What follows belongs to an exercise in optimizing a design on an open flow for small area, a short achievable clock period and few clock cycles; a production flow would make more cautious choices. RTL that was checked went through simulation tests only; none was proved equivalent to the original. No functional check of the RTL was part of run 3. Power and IR drop assume default switching activity.

### design/flow/config.mk
export PLATFORM = sky130hd
export DESIGN_NAME = nr_vadd
export DESIGN_NICKNAME = nr_vadd
export VERILOG_FILES = /design/flow/design.v
export SDC_FILE = /design/flow/constraint.sdc
export NUM_CORES = 4
export LEC_CHECK = 0
export CAP_MARGIN = 60
export CORE_MARGIN = 2
export CORE_UTILIZATION = 60
export CTS_CLUSTER_DIAMETER = 120
export CTS_CLUSTER_SIZE = 24
export PLACE_DENSITY = 0.75
export SLEW_MARGIN = 60
### design/flow/constraint.sdc
create_clock -name core_clock -period 20.0 [get_ports {clk}]
set_input_delay 4.0000 -clock core_clock [delete_from_list [all_inputs] [get_ports {clk}]]
set_output_delay 4.0000 -clock core_clock [all_outputs]
set_load 0.01 [all_outputs]
### design/flow/design.v
module nr_vadd (
    input  wire        clk,
    input  wire        rst,         
    input  wire        in_valid,
    input  wire [31:0] in_a,
    input  wire [31:0] in_b,
    output wire        in_ready,
    output reg         out_valid,
    output reg  [31:0] out_sum,
    input  wire        out_ready
);
    reg         v0, v1, v2, vk;
    reg         rdy;            
    reg         adv;            
    reg  [31:0] skid;
    assign in_ready = rdy;
    wire        ia_h  = |in_a[30:23];
    wire        ib_h  = |in_b[30:23];
    wire [7:0]  ia_ee = {in_a[30:24], in_a[23] | ~ia_h};
    wire [7:0]  ib_ee = {in_b[30:24], in_b[23] | ~ib_h};
    wire [3:0]  ia_eh = in_a[30:27], ib_eh = in_b[30:27];
    wire [3:0]  ia_el = in_a[26:23], ib_el = in_b[26:23];
    reg  [32:0] ra, rb;
    reg         bgt_h, beq_h, bgt_l;
    always @(posedge clk) if (adv) begin
        ra   <= {in_a[31], ia_ee, ia_h, in_a[22:0]};
        rb   <= {in_b[31], ib_ee, ib_h, in_b[22:0]};
        bgt_h <= ib_eh > ia_eh;
        beq_h <= ib_eh == ia_eh;
        bgt_l <= ib_el > ia_el;
    end
    wire [7:0]  a_ee = ra[31:24];
    wire [7:0]  b_ee = rb[31:24];
    wire        a_h  = ra[23];
    wire        b_h  = rb[23];
    wire        a_emax = &a_ee;
    wire        b_emax = &b_ee;
    wire        a_fz = ~|ra[22:0];
    wire        b_fz = ~|rb[22:0];
    wire        a_nan = a_emax & ~a_fz;
    wire        b_nan = b_emax & ~b_fz;
    wire        a_inf = a_emax & a_fz;
    wire        b_inf = b_emax & b_fz;
    wire        sub   = ra[32] ^ rb[32];
    wire        s_nan = a_nan | b_nan | (a_inf & b_inf & sub);
    wire        bige = bgt_h | (beq_h & bgt_l);    
    wire [23:0] a_m  = {a_h, ra[22:0]};
    wire [23:0] b_m  = {b_h, rb[22:0]};
    wire [23:0] x_m  = bige ? b_m : a_m;
    wire [23:0] y_m  = bige ? a_m : b_m;
    wire [7:0]  x_ee = bige ? b_ee : a_ee;
    wire [7:0]  y_ee = bige ? a_ee : b_ee;
    wire [7:0]  d    = x_ee - y_ee;
    wire [4:0]  sh   = d[4:0];
    wire        big  = |d[7:5];                 
    wire        x_s  = bige ? rb[32] : ra[32];
    wire [26:0] t0 = {y_m, 3'd0};
    wire [26:0] t1 = sh[4] ? {16'd0, t0[26:16]} : t0;
    wire        k1 = sh[4] & (|t0[15:0]);
    wire [26:0] t2 = sh[3] ? {8'd0, t1[26:8]} : t1;
    wire        k2 = sh[3] & (|t1[7:0]);
    wire [26:0] t3 = sh[2] ? {4'd0, t2[26:4]} : t2;
    wire        k3 = sh[2] & (|t2[3:0]);
    wire [26:0] t4 = sh[1] ? {2'd0, t3[26:2]} : t3;
    wire        k4 = sh[1] & (|t3[1:0]);
    wire [26:0] t5 = sh[0] ? {1'd0, t4[26:1]} : t4;
    wire        k5 = sh[0] & t4[0];
    wire [26:0] y_al = big ? {26'd0, |y_m} : {t5[26:1], t5[0] | k1 | k2 | k3 | k4 | k5};
    reg         p_s, p_sub, p_nan;           
    reg  [7:0]  p_e;
    reg  [23:0] p_x;
    reg  [26:0] p_y;
    always @(posedge clk) if (adv) begin
        p_s   <= x_s;
        p_sub <= sub;
        p_nan <= s_nan;
        p_e   <= x_ee;
        p_x   <= x_m;
        p_y   <= y_al ^ {27{sub}};
    end
    wire [27:0] ad_a = {1'b0, p_x, 3'd0};
    wire [27:0] ad_b = {p_sub, p_y};
    wire [27:0] ad_p = ad_a ^ ad_b;
    reg  [27:0] cg, cp;
    integer l, j;
    always @(*) begin
        cg = ad_a & ad_b;
        cp = ad_p;
        for (l = 1; l < 28; l = l * 2)
            for (j = 27; j >= l; j = j - 1) begin
                cg[j] = cg[j] | (cp[j] & cg[j-l]);
                cp[j] = cp[j] & cp[j-l];
            end
    end
    wire        eac  = p_sub & cg[27];          
    wire        flip = p_sub & ~cg[27];         
    wire [27:0] mag  = ad_p ^ {cg[26:0] | (cp[26:0] & {27{eac}}), eac} ^ {28{flip}};
    wire [27:0] lim  = (p_e > 8'd27) ? 28'd0 : (28'h8000000 >> p_e);
    wire [31:0] lzin = {mag | lim, 4'b1111};
    wire [15:0] z1v; wire [15:0] z1c;
    wire [7:0]  z2v; wire [15:0] z2c;
    wire [3:0]  z3v; wire [11:0] z3c;
    wire [1:0]  z4v; wire [7:0]  z4c;
    genvar g;
    generate
        for (g = 0; g < 16; g = g + 1) begin : lz1
            assign z1v[g] = lzin[2*g+1] | lzin[2*g];
            assign z1c[g] = ~lzin[2*g+1];
        end
        for (g = 0; g < 8; g = g + 1) begin : lz2
            assign z2v[g] = z1v[2*g+1] | z1v[2*g];
            assign z2c[2*g+1:2*g] = z1v[2*g+1] ? {1'b0, z1c[2*g+1]} : {1'b1, z1c[2*g]};
        end
        for (g = 0; g < 4; g = g + 1) begin : lz3
            assign z3v[g] = z2v[2*g+1] | z2v[2*g];
            assign z3c[3*g+2:3*g] = z2v[2*g+1] ? {1'b0, z2c[4*g+3:4*g+2]} : {1'b1, z2c[4*g+1:4*g]};
        end
        for (g = 0; g < 2; g = g + 1) begin : lz4
            assign z4v[g] = z3v[2*g+1] | z3v[2*g];
            assign z4c[4*g+3:4*g] = z3v[2*g+1] ? {1'b0, z3c[6*g+5:6*g+3]} : {1'b1, z3c[6*g+2:6*g]};
        end
    endgenerate
    wire [4:0]  lz = z4v[1] ? {1'b0, z4c[7:4]} : {1'b1, z4c[3:0]};
    reg         q_s, q_zs, q_nan;
    reg  [7:0]  q_e;
    reg  [27:0] q_m;
    reg  [4:0]  q_lz;
    always @(posedge clk) if (adv) begin
        q_s   <= p_s ^ flip;
        q_zs  <= p_s & ~p_sub;
        q_nan <= p_nan;
        q_e   <= p_e;
        q_m   <= mag;
        q_lz  <= lz;
    end
    wire [27:0] sl = q_m << q_lz;
    wire [26:0] nm = {sl[27:2], sl[1] | (sl[0] & ~|q_lz)};
    wire [8:0]  ne = {1'b0, q_e} + 9'd1 - {4'd0, q_lz};
    wire        r_up = nm[2] & (nm[1] | nm[0] | nm[3]);
    wire [30:0] pk   = {(nm[26] ? ne[7:0] : 8'd0), nm[25:3]};
    reg  [30:0] ones;
    integer m, n;
    always @(*) begin
        ones = pk;
        for (m = 1; m < 32; m = m * 2)
            for (n = 0; n < 31; n = n + 1)
                if (n & m)
                    ones[n] = ones[n] & ones[(n & ~(m - 1)) - 1];
    end
    wire [30:0] rnd  = pk ^ ({ones[29:0], 1'b1} & {31{r_up}});
    wire        ovf  = ne[8] | (ne[7:0] == 8'hFF);
    wire        zero = ~|q_m;
    reg  [31:0] res;
    always @(*) begin
        if (q_nan)
            res = 32'h7FC00000;
        else if ((&q_e) | ovf)           
            res = {q_s, 8'hFF, 23'd0};
        else
            res = {zero ? q_zs : q_s, rnd};
    end
    wire        push = adv & v2;
    always @(posedge clk) begin
        if (!vk) skid <= res;
        if (out_ready | ~out_valid) out_sum <= vk ? skid : res;
    end
    always @(posedge clk) begin
        if (rst) begin
            v0 <= 1'b0; v1 <= 1'b0; v2 <= 1'b0; vk <= 1'b0;
            rdy <= 1'b0; adv <= 1'b1; out_valid <= 1'b0;
        end else begin
            if (adv) begin
                v0 <= in_valid & rdy;
                v1 <= v0;
                v2 <= v1;
            end
            if (vk) begin
                if (out_ready) begin vk <= 1'b0; rdy <= 1'b1; adv <= 1'b1; end
            end else if (push & out_valid & ~out_ready) begin
                vk <= 1'b1; rdy <= 1'b0; adv <= 1'b0;
            end else begin
                rdy <= 1'b1;
            end
            out_valid <= vk | push | (out_valid & ~out_ready);
        end
    end
endmodule
### design/flow/flow/run.sh
#!/bin/bash
set -euo pipefail
export BUFFER_PORTS_ARGS="-buffer_cell sky130_fd_sc_hd__buf_2"
bash standard.sh finish > flow_make.log 2>&1
### design/flow/standard.sh
#!/bin/bash
# synth_recipe.tcl (not shown) runs the flow's synth.tcl, then flattens the netlist and writes it again
# the make line also repeats each setting of config.mk as NAME=value (left out here)
make -C /OpenROAD-flow-scripts/flow DESIGN_CONFIG=/design/flow/config.mk WORK_HOME=/design/flow/orfs CLKGATE_MAP_FILE= SYNTH_SCRIPT=/design/flow/synth_recipe.tcl "${@:-finish}"
==> impl_metrics.ini, run 1 <==
[worst_setup_path]
cp-start-kind = register
crit_arrival_ns = 1.05
path_delay_family = flip-flops
cp_data_required_time_ns = 16.00
critPathCaptureType = output pin
path_class = register to output pin
cp_max_fo = 5
critPathMaxStageDelay_ns = 0.40
worst-path-buf-inv = 1
worstPathCellList = buf_2
slowest_stage = dfxtp_1

[grt]
grt_pass1_wl_mm = 63.1
grt_max_degree = 73
met1_usage = 0.407
grt_usage = 0.279
grt_most_used_layer = met2
grt-ovfl-total = 0
grt_pass1_vias = 12000
antenna_found_initial = 0
grtUsageMet3 = 0.0298
met2_usage = 0.450

[finish]
fillers = 2084
multiInputGateArea_um2 = 8550
drive_gt1_frac = 0.133
nets = 1805
seqCellArea_um2 = 7000
insertedDiodeCount = 0
syn2layout_area_growth_pct = 8.01

[pwr]
power_density_nw_per_um2 = 137
ir_worst_vdd_v = 0.0000865
p_leak_uw = 0.00676

[sta]
setup_viol = 0
period_minus_slack_ns = 5.05
rsz0062_at_grt = false
maxSlewHeadroom = 0.599
fin_ws_ns = 14.95
hold_viol = 0
maxSlewViolCount = 0
setup_tns_ns = 0
tightest_slew_ns = 0.596
min_period_over_period = 0.252
fmax_mhz = 198
skew_ns = 0.0240

[synthesis]
synth_area_um2 = 16000
synth-seq-cells = 246
synth_top_family_by_area = simple AND/OR/NAND/NOR gates
async_reset_ff_frac = 0
synthSimpleGateAreaFrac = 0.185
synth_nets = 1762
synth_mux_area_frac = 0.0829
yosysWarnings = 1
synth_xor_area_frac = 0.0640
syn_area_per_cell_um2 = 9.72
synth_compound_area_frac = 0.155
synth-main-ff-cell = edfxtp_1
synth_edf_count = 207
synth_cells = 1647
netlist-cell-type-count = 84
ys_seq_area_frac = 0.437
synth-adder-area-share = 0.0385

[clock_tree]
post_cts_buffers = 0
clkTransAtPathRegs_ns = 0.09
ctsResizeCount = 0
cts_tree = done
cts_root_buffer = clkbuf_16
cts.path.max_buffers = 3
cts.sinks = 246
insertion_delay_ns = 0.50
cts_hold_buffers = 0
htree_levels = 1
cts-buffers-inserted = 14

[placed_design]
place.gp.congestion = 0.948
post-place-ws_ns = 14.74
io_buffers = 101
dp_hpwl_mm = 30.4

[die]
start_util = 0.612
die_area_um2 = 28000
ios = 102
fp.dieW_um = 167
core_um2 = 26100
chipHeight_um = 167
placementRows = 59

[worst_hold_path]
holdCritPathClass = register to register

[routing]
routed_wl_mm = 39.5
first_pass_iters = 18
via_per_inst = 6.37
first_iter_violations = 1440
drc_errors = 0
drtAntennaViolNets = 0
drt-wirelength-per-cell_um = 19.5
vias = 12900

[job]
cap_violations = 0

[run_status]
status = complete, no violations
worst register-to-register path: cells and delay by family (launching register included):
family | cells | cell delay (ns)
buf+inv | 2 | 0.68
compound gates | 6 | 1.71
fa+ha+maj | 1 | 0.23
flops | 1 | 0.44
mux | 1 | 0.21
simple gates | 3 | 1.02
xor+xnor | 2 | 0.25
per-stage QoR:
step           instance area [µm²]  hold slack [ns]   util  std cells  total power, µW
3_5_place_dp                 16800            0.406  0.644       2008             2050
6_report                     17300            0.434  0.661       2029             2370
4_1_cts                      17200            0.428  0.660       2028             2350
3_3_place_gp                 16700            0.400  0.637       1998             2020
5_1_grt                      17300            0.435  0.661       2029             2520
2_1_floorplan                16000            0.400      -       1647             1740
logic make-up (layout without fill, tap and decap cells):
kind of cell	count (synthesis)	in the layout
AO/OA/AOI/OAI	372	372
XOR/XNOR	117	117
adder cells (fa/ha/maj)	49	49
buffers and inverters	149	196
flip-flops	246	246
multiplexers	94	94
AND/OR/NAND/NOR	620	620
worst paths after layout:
path | startpoint | end | cells after the start | slack, ns
worst max-delay path | out_valid$_SDFF_PP0_ | out_valid | 1 | 14.95
worst min-delay path | p_nan$_DFFE_PP_ | q_nan$_DFFE_PP_ | 0 | 0.43
worst max register to register | beq_h$_DFFE_PP_ | p_y[6]$_DFFE_PP_ | 15 | 15.22
worst min register to register | p_nan$_DFFE_PP_ | q_nan$_DFFE_PP_ | 0 | 0.43
placed cells by master, fill, tap and decap left out, types with 8 or more instances in the layout:
cell type	instances
a211oi_1	20
a21o_1	16
a21oi_1	91
a22o_1	19
a22oi_1	10
a2bb2oi_1	8
a31oi_1	17
and2_1	12
and3_1	15
buf_2	101
buf_4	17
clkbuf_16	15
dfxtp_1	37
edfxtp_1	207
ha_1	46
inv_1	50
mux2_2	15
mux2i_1	42
mux4_2	26
nand2_1	252
nand2b_1	12
nand3_1	53
nand4_1	16
nor2_1	104
nor2b_1	17
nor3_1	43
nor4_1	28
o211ai_1	18
o21ai_0	70
o21bai_1	10
o31ai_1	8
or3_1	12
xnor2_1	88
xor2_1	26
routing by layer:
metal	part of all wire	wire length, µm	vias to the layer above
met1	0.45	17600	6168
met3	0.068	2690	51
met4	0.020	779	0
li1	-	-	6214
met5	0	0	-
met2	0.47	18400	500
report_power, final:
| part | internal (µW) | switching (µW) |
|---|---|---|
| logic | 525 | 735 |
| registers | 723 | 82.9 |
| clock network | 140 | 159 |
| total | 1390 | 977 |
synthesized netlist by cell type, types with 12 or more instances:
master / n / area, µm²
nor3_1: 45 / 225
mux2i_1: 47 / 470
nor2b_1: 17 / 106
or3_1: 12 / 75.1
nand2b_1: 12 / 75.1
a31oi_1: 17 / 106
edfxtp_1: 207 / 6220
ha_1: 46 / 576
nor4_1: 29 / 181
o21ai_0: 72 / 360
inv_1: 51 / 191
mux4_2: 26 / 586
a22o_1: 19 / 166
mux2_2: 15 / 169
nand4_1: 16 / 100
nand2_1: 254 / 953
a211oi_1: 20 / 150
clkbuf_1: 71 / 267
xor2_1: 27 / 236
xnor2_1: 90 / 788
and3_1: 17 / 106
nand3_1: 54 / 270
a21o_1: 16 / 120
and2_1: 13 / 81.3
o211ai_1: 18 / 135
a21oi_1: 92 / 460
nor2_1: 106 / 398
dfxtp_1: 39 / 781
flip-flops by register name, indices dropped and copies added (netlist names), 5 cells and up:
signal,cells
skid,32
rb,33
q_lz,5
q_e,8
ra,33
p_e,8
q_m,28
p_y,27
p_x,24
out_sum,32
area by class of cell:
cell class | count | area share
inverter | 52 | 0.0114
multi-input combinational | 1252 | 0.494
tap | 335 | 0.0243
timing repair buffer | 124 | 0.0410
sequential | 246 | 0.405
clock inverter | 1 | 0.00116
clock buffer | 19 | 0.0226
Testbench counts, summed over its fixed seeds: cycles 16,024.
==> run 2, diff against run 1 <==
--- a/design/flow/config.mk
+++ b/design/flow/config.mk
@@ -8,7 +8,7 @@
 export CAP_MARGIN = 60
 export CORE_MARGIN = 2
-export CORE_UTILIZATION = 60
+export CORE_UTILIZATION = 65
 export CTS_CLUSTER_DIAMETER = 120
 export CTS_CLUSTER_SIZE = 24
-export PLACE_DENSITY = 0.75
+export PLACE_DENSITY = 0.85
 export SLEW_MARGIN = 60
==> run 2 against run 1 <==
Against the previous run: still clean; synthesized cell count stayed put; clock power about the same; hold slack worse by 0.0081 ns; sequential cell count unchanged; die area down 7.5%; final cell count down 0.44%; wire length increased by 1.6%; clock skew is 0.0098 ns higher; clock-buffer cell count is the same; critical endpoint unchanged; largest cell class unchanged.
==> impl_metrics.ini, run 2 <==
[run_status]
status = complete, no violations

[die]
start_util = 0.660
core_um2 = 24200
ios = 102
chipHeight_um = 161
placementRows = 57
die_area_um2 = 25900
fp.dieW_um = 161

[placed_design]
dpl.cell_count = 1996
io_buffers = 101
dp_hpwl_mm = 30.3
post-place-ws_ns = 14.69
place.gp.congestion = 0.950

[clock_tree]
cts_root_buffer = clkbuf_16
post_cts_buffers = 0
ctsResizeCount = 0
htree_levels = 1
cts_hold_buffers = 0
cts_tree = done
cts.sinks = 246
cts-buffers-inserted = 14
insertion_delay_ns = 0.52
cts.path.max_buffers = 3
clkTransAtPathRegs_ns = 0.09

[pwr]
intPower_uw = 1390
pwr-share-seq = 0.336
ir_worst_vdd_v = 0.0000867
switching_share = 0.421
clockPowerShare = 0.126
p_leak_uw = 0.00678
switchingPower_uw = 1010
power_density_nw_per_um2 = 138
p_comb_frac = 0.538

[finish]
seqCellArea_um2 = 7000
insertedDiodeCount = 0
multiInputGateArea_um2 = 8550
syn2layout_area_growth_pct = 8.12
nets = 1806
biggestRegsByFlops = ra x33, rb x33
final_cell_mix = 252 x nand2_1, 207 x edfxtp_1, 104 x nor2_1, 101 x buf_2, 91 x a21oi_1
final_common_cell = nand2_1
stdcell_count = 2020
drive_gt1_frac = 0.133
fillers = 1784

[worst_setup_path]
endpoint = out_valid
path_delay_family = flip-flops
critPathMaxStageDelay_ns = 0.40
worst-path-buf-inv = 1
critical_path.startpoint = out_valid$_SDFF_PP0_
cp-start-kind = register
path_class = register to output pin
worstPathCellList = buf_2
cp.depth = 1
r2r_end = q_lz[2]$_DFFE_PP_
cp_data_required_time_ns = 16.00
r2r-start = p_x[14]$_DFFE_PP_
critPathCaptureType = output pin
slowest_stage = dfxtp_1
cp_max_fo = 5
crit_arrival_ns = 1.07
r2r_cells = 13
r2r_slack_ns = 15.17

[synthesis]
synth_edf_count = 207
synth_top_cell_by_area = edfxtp_1
ys_seq_area_frac = 0.437
syn_area_per_cell_um2 = 9.72
yosysMostFrequentCell = nand2_1
synth_top_area_frac = 0.388
synth_area_um2 = 16000
synth-main-ff-cell = edfxtp_1
synth-seq-cells = 246
async_reset_ff_frac = 0
synth_cells = 1647
ys_top_cells_by_area = edfxtp_1 39%, nand2_1 6.0%, xnor2_1 4.9%
ys_top_cells_by_count = 254 x nand2_1, 207 x edfxtp_1, 106 x nor2_1, 92 x a21oi_1, 90 x xnor2_1
yosysWarnings = 1
synth_nets = 1762
netlist-cell-type-count = 84

[grt]
grt_most_used_layer = met2
grt_max_degree = 81
grtUsageMet3 = 0.0336
grt-ovfl-total = 0
grt_pass1_vias = 12200
grt_usage = 0.305
met1_usage = 0.433
antenna_found_initial = 0
grt_pass1_wl_mm = 63.6
met2_usage = 0.498

[routing]
via_per_inst = 6.51
drc_errors = 0
vias = 13200
first_pass_iters = 6
drt-wirelength-per-cell_um = 19.9
drtAntennaViolNets = 0
routed_wl_mm = 40.1
first_iter_violations = 1434

[sta]
maxSlewHeadroom = 0.612
rsz0062_at_grt = false
whs_ns = 0.426
fin_ws_ns = 14.93
tightest_slew_ns = 0.580
period_minus_slack_ns = 5.07
skew_ns = 0.0337
fmax_mhz = 197
maxSlewViolCount = 0
hold_viol = 0
setup_tns_ns = 0
setup_viol = 0
min_period_over_period = 0.253

[worst_hold_path]
hold_path_depth = 0
holdCritPathClass = register to register

[job]
cap_violations = 0
## run 2: cell counts after synthesis
No cell type changed its count.
## run 2: worst min-delay path by stage
stage / start / to / slack (ns)
final: p_nan$_DFFE_PP_ / q_nan$_DFFE_PP_ / 0.43
after global routing: p_nan$_DFFE_PP_ / q_nan$_DFFE_PP_ / 0.45
after CTS: p_nan$_DFFE_PP_ / q_nan$_DFFE_PP_ / 0.43
after detailed placement: p_nan$_DFFE_PP_ / q_nan$_DFFE_PP_ / 0.41
after global placement: p_nan$_DFFE_PP_ / q_nan$_DFFE_PP_ / 0.40
after floorplan: p_nan$_DFFE_PP_ / q_nan$_DFFE_PP_ / 0.40
## run 2: area by class of cell
cell class              count  share of cell area
repair buffers            125              0.0430
multi-input cells        1252               0.494
clock inverters             2             0.00210
inverters                  52              0.0114
clock buffers              19              0.0213
flip-flops and latches    246               0.405
well taps                 324              0.0234
## run 2: cells by family after synthesis
| family | synth area share |
|---|---|
| AND/OR/NAND/NOR | 0.185 |
| multiplexers | 0.0829 |
| buffers and inverters | 0.0378 |
| adder cells (fa/ha/maj) | 0.0385 |
| AO/OA/AOI/OAI | 0.155 |
| XOR/XNOR | 0.0640 |
| flip-flops | 0.437 |
## run 2: metrics by stage
| stage | total power [µW] | utilization | cell area [µm²] |
|---|---|---|---|
| 2_1_floorplan | 1740 | - | 16000 |
| 3_3_place_gp | 2010 | 0.687 | 16700 |
| 3_5_place_dp | 2050 | 0.692 | 16800 |
| 4_1_cts | 2360 | 0.709 | 17200 |
| 5_1_grt | 2530 | 0.714 | 17300 |
| 6_report | 2390 | 0.714 | 17300 |
## run 2: power groups by stage
stage | clock, µW | sequential [µW] | combinational [µW]
5_1_grt | 320 | 820 | 1390
3_5_place_dp | 0 | 814 | 1240
4_1_cts | 304 | 803 | 1250
3_3_place_gp | 0 | 809 | 1200
6_report | 302 | 805 | 1290
2_1_floorplan | 0 | 795 | 945
## run 2: routing by layer
metal	wire length, µm	share of wire	vias up
met5	0	0	-
met4	1070	0.027	0
met1	16600	0.41	6233
met3	3110	0.078	82
li1	-	-	6207
met2	19300	0.48	634
==> run 3, diff against run 2 <==
--- a/design/flow/design.v
+++ b/design/flow/design.v
@@ -50,6 +50,7 @@
     wire [23:0] y_m  = bige ? a_m : b_m;
     wire [7:0]  x_ee = bige ? b_ee : a_ee;
-    wire [7:0]  y_ee = bige ? a_ee : b_ee;
-    wire [7:0]  d    = x_ee - y_ee;
+    wire [7:0]  dab  = a_ee - b_ee;
+    wire [7:0]  dba  = b_ee - a_ee;
+    wire [7:0]  d    = bige ? dba : dab;
     wire [4:0]  sh   = d[4:0];
     wire        big  = |d[7:5];                 
--- a/design/flow/config.mk
+++ b/design/flow/config.mk
@@ -8,7 +8,7 @@
 export CAP_MARGIN = 60
 export CORE_MARGIN = 2
-export CORE_UTILIZATION = 65
+export CORE_UTILIZATION = 60
 export CTS_CLUSTER_DIAMETER = 120
 export CTS_CLUSTER_SIZE = 24
-export PLACE_DENSITY = 0.85
+export PLACE_DENSITY = 0.75
 export SLEW_MARGIN = 60
==> run 3 against run 2 <==
Against the previous run: clock-buffer cell count increased by 3; maximum frequency increased by 0.50%; clock skew decreased by 0.013 ns; total power increased by 0.86%; die area increased by 7.9%; still clean; wire length decreased by 2.7%; setup slack improved by 0.025 ns; highest routed layer unchanged.
==> impl_metrics.ini, run 3 <==
[worst_setup_path]
critPathMaxStageDelay_ns = 0.39
path_delay_family = flip-flops
critPathCaptureType = output pin
slowest_stage = edfxtp_1
cp-start-kind = register
crit_arrival_ns = 1.04
path_class = register to output pin
cp_data_required_time_ns = 16.00
cp_max_fo = 1
worstPathCellList = buf_2
worst-path-buf-inv = 1

[sta]
skew_ns = 0.0210
setup_tns_ns = 0
maxSlewViolCount = 0
setup_viol = 0
rsz0062_at_grt = false
period_minus_slack_ns = 5.04
fmax_mhz = 198
min_period_over_period = 0.252
hold_viol = 0
tightest_slew_ns = 0.549
maxSlewHeadroom = 0.624

[routing]
drc_errors = 0
vias = 12500
routed_wl_mm = 39.0
first_iter_violations = 1036
first_pass_iters = 7
drt-wirelength-per-cell_um = 20.0
drtAntennaViolNets = 0
via_per_inst = 6.40

[clock_tree]
post_cts_buffers = 0
insertion_delay_ns = 0.50
ctsResizeCount = 0
cts_root_buffer = clkbuf_16
htree_levels = 1
clkTransAtPathRegs_ns = 0.11
cts_tree = done
cts-buffers-inserted = 14
cts.sinks = 246
cts_hold_buffers = 0
cts.path.max_buffers = 3

[synthesis]
synth_top_cell_by_area = edfxtp_1
synth_cells = 1549
synth_top_area_frac = 0.389
ys_top_cells_by_count = 207 x edfxtp_1, 160 x nand2_1, 115 x a21oi_1, 94 x nor2_1, 75 x xnor2_1
synth-adder-area-share = 0.0500
synth_xor_area_frac = 0.0576
ys_top_cells_by_area = edfxtp_1 39%, dfxtp_1 4.9%, mux4_2 4.7%
synth-seq-cells = 246
async_reset_ff_frac = 0
netlist-cell-type-count = 87
synth_compound_area_frac = 0.152
synth_nets = 1679
synthSimpleGateAreaFrac = 0.149
synth_mux_area_frac = 0.115
ys_seq_area_frac = 0.438
yosysWarnings = 1
synth-main-ff-cell = edfxtp_1
yosysMostFrequentCell = edfxtp_1
synth_area_um2 = 16000
synth_top_family_by_area = compound AO/OA/AOI/OAI gates
synth_edf_count = 207
syn_area_per_cell_um2 = 10.3

[grt]
grt_pass1_wl_mm = 61.8
grt_max_degree = 85
grt_pass1_vias = 11600
antenna_found_initial = 0
grt_usage = 0.272
grt-ovfl-total = 0

[die]
start_util = 0.613
die_area_um2 = 27900
chipHeight_um = 167
core_um2 = 26100
ios = 102
fp.dieW_um = 167
placementRows = 59

[pwr]
total_power_uw = 2410
power_density_nw_per_um2 = 139
ir_worst_vdd_v = 0.000109
p_leak_uw = 0.00674

[finish]
drive_gt1_frac = 0.161
fin_util = 0.666
insertedDiodeCount = 0
final_cell_mix = 207 x edfxtp_1, 160 x nand2_1, 113 x a21oi_1, 101 x buf_2, 94 x nor2_1
syn2layout_area_growth_pct = 8.71
stdcell_count = 1953
fillers = 2101
nets = 1741
final_common_cell = edfxtp_1
biggestRegsByFlops = ra x33, rb x33
design_area_um2 = 17400
multiInputGateArea_um2 = 8490
seqCellArea_um2 = 7000

[placed_design]
dpl.cell_count = 1929
dp_hpwl_mm = 29.8
io_buffers = 101
place.gp.congestion = 0.924
place_area_um2 = 16800

[worst_hold_path]
holdCritPathClass = register to register

[job]
cap_violations = 0

[run_status]
status = complete, no violations
-- run 3: cell types whose count changed in the layout (fill, tap and decap cells not counted), sizes merged, moves of 11 or more --
cell	change
a21oi	+23
a22o	-15
ha	+13
mux2	+16
mux2i	+23
nand2	-93
nand3	-27
nand4	+14
nor2	-11
xnor2	-15
-- run 3: report_power, final --
| part | switching (µW) | internal [µW] |
|---|---|---|
| registers | 88.3 | 721 |
| logic | 761 | 540 |
| clock network | 162 | 142 |
-- run 3: kinds of logic after synthesis --
group / Yosys count
fa+ha+maj: 62
compound gates: 377
xor+xnor: 105
mux: 138
buf+inv: 144
simple gates: 477
flops: 246
-- run 3: layer usage --
metal  vias to the layer above  GRT usage  part of all wire
met3                        46     0.0236             0.041
li1                       5988          -                 -
met4                         0     0.0570             0.018
met1                      6082      0.363              0.43
met2                       383      0.489              0.51
met5                         -          0                 0
-- run 3: worst paths after layout --
check	startpoint	endpoint	slack, ns	cells past startpoint
min reg2reg	p_nan$_DFFE_PP_	q_nan$_DFFE_PP_	0.44	0
max	out_sum[19]$_DFFE_PN_	out_sum[19]	14.96	1
max reg2reg	p_x[5]$_DFFE_PP_	q_lz[0]$_DFFE_PP_	15.41	13
min	p_nan$_DFFE_PP_	q_nan$_DFFE_PP_	0.44	0
-- run 3: cell type report --
type                       count  share of cell area
clock inverter                 1             0.00115
timing repair buffer         128              0.0451
multi-input combinational   1159               0.489
inverter                      62              0.0136
sequential                   246               0.403
clock buffer                  22              0.0231
tap                          335              0.0242
-- run 3: metrics by stage --
step | hold slack, ns | setup WS, ns
after CTS | 0.442 | 14.94
final | 0.435 | 14.96
after global placement | 0.408 | 14.59
after floorplan | 0.400 | 14.93
after detailed placement | 0.420 | 14.68
after global routing | 0.461 | 14.93

what the ideal ports hide:
How much do the figures lean on ideal ports? The routed layouts below were timed once more, with nothing changed but the port constraints.
Step 1: set_driving_cell puts a clkbuf_16 on clk and a buf_2 on each other input, an assumption about the parent block.
Step 2 moves the port delays by t, midway between the first and last clock arrival at a register: inputs arrive t later, outputs are due t later. That takes back most of the time a late clock gives input paths.
Slacks: ideal ports / drivers / drivers and shift; pairs: ideal ports / drivers.
run | t (ns) | slack for setup (ns) | latest minus earliest clock arrival (ns) | worst data-port slew with drivers (ns)
run 1 | 0.536 | 14.953 / 14.901 / 14.738 | 0.025 / 0.025 | 0.04
run 2 | 0.550 | 14.933 / 14.882 / 14.628 | 0.034 / 0.034 | 0.04
run 3 | 0.542 | 14.958 / 14.905 / 14.682 | 0.023 / 0.023 | 0.04
After both steps every run listed still meets setup and hold. For run 2, which loses most, drivers alone change the setup slack by -0.051 ns; drivers and shift together by -0.305 ns.
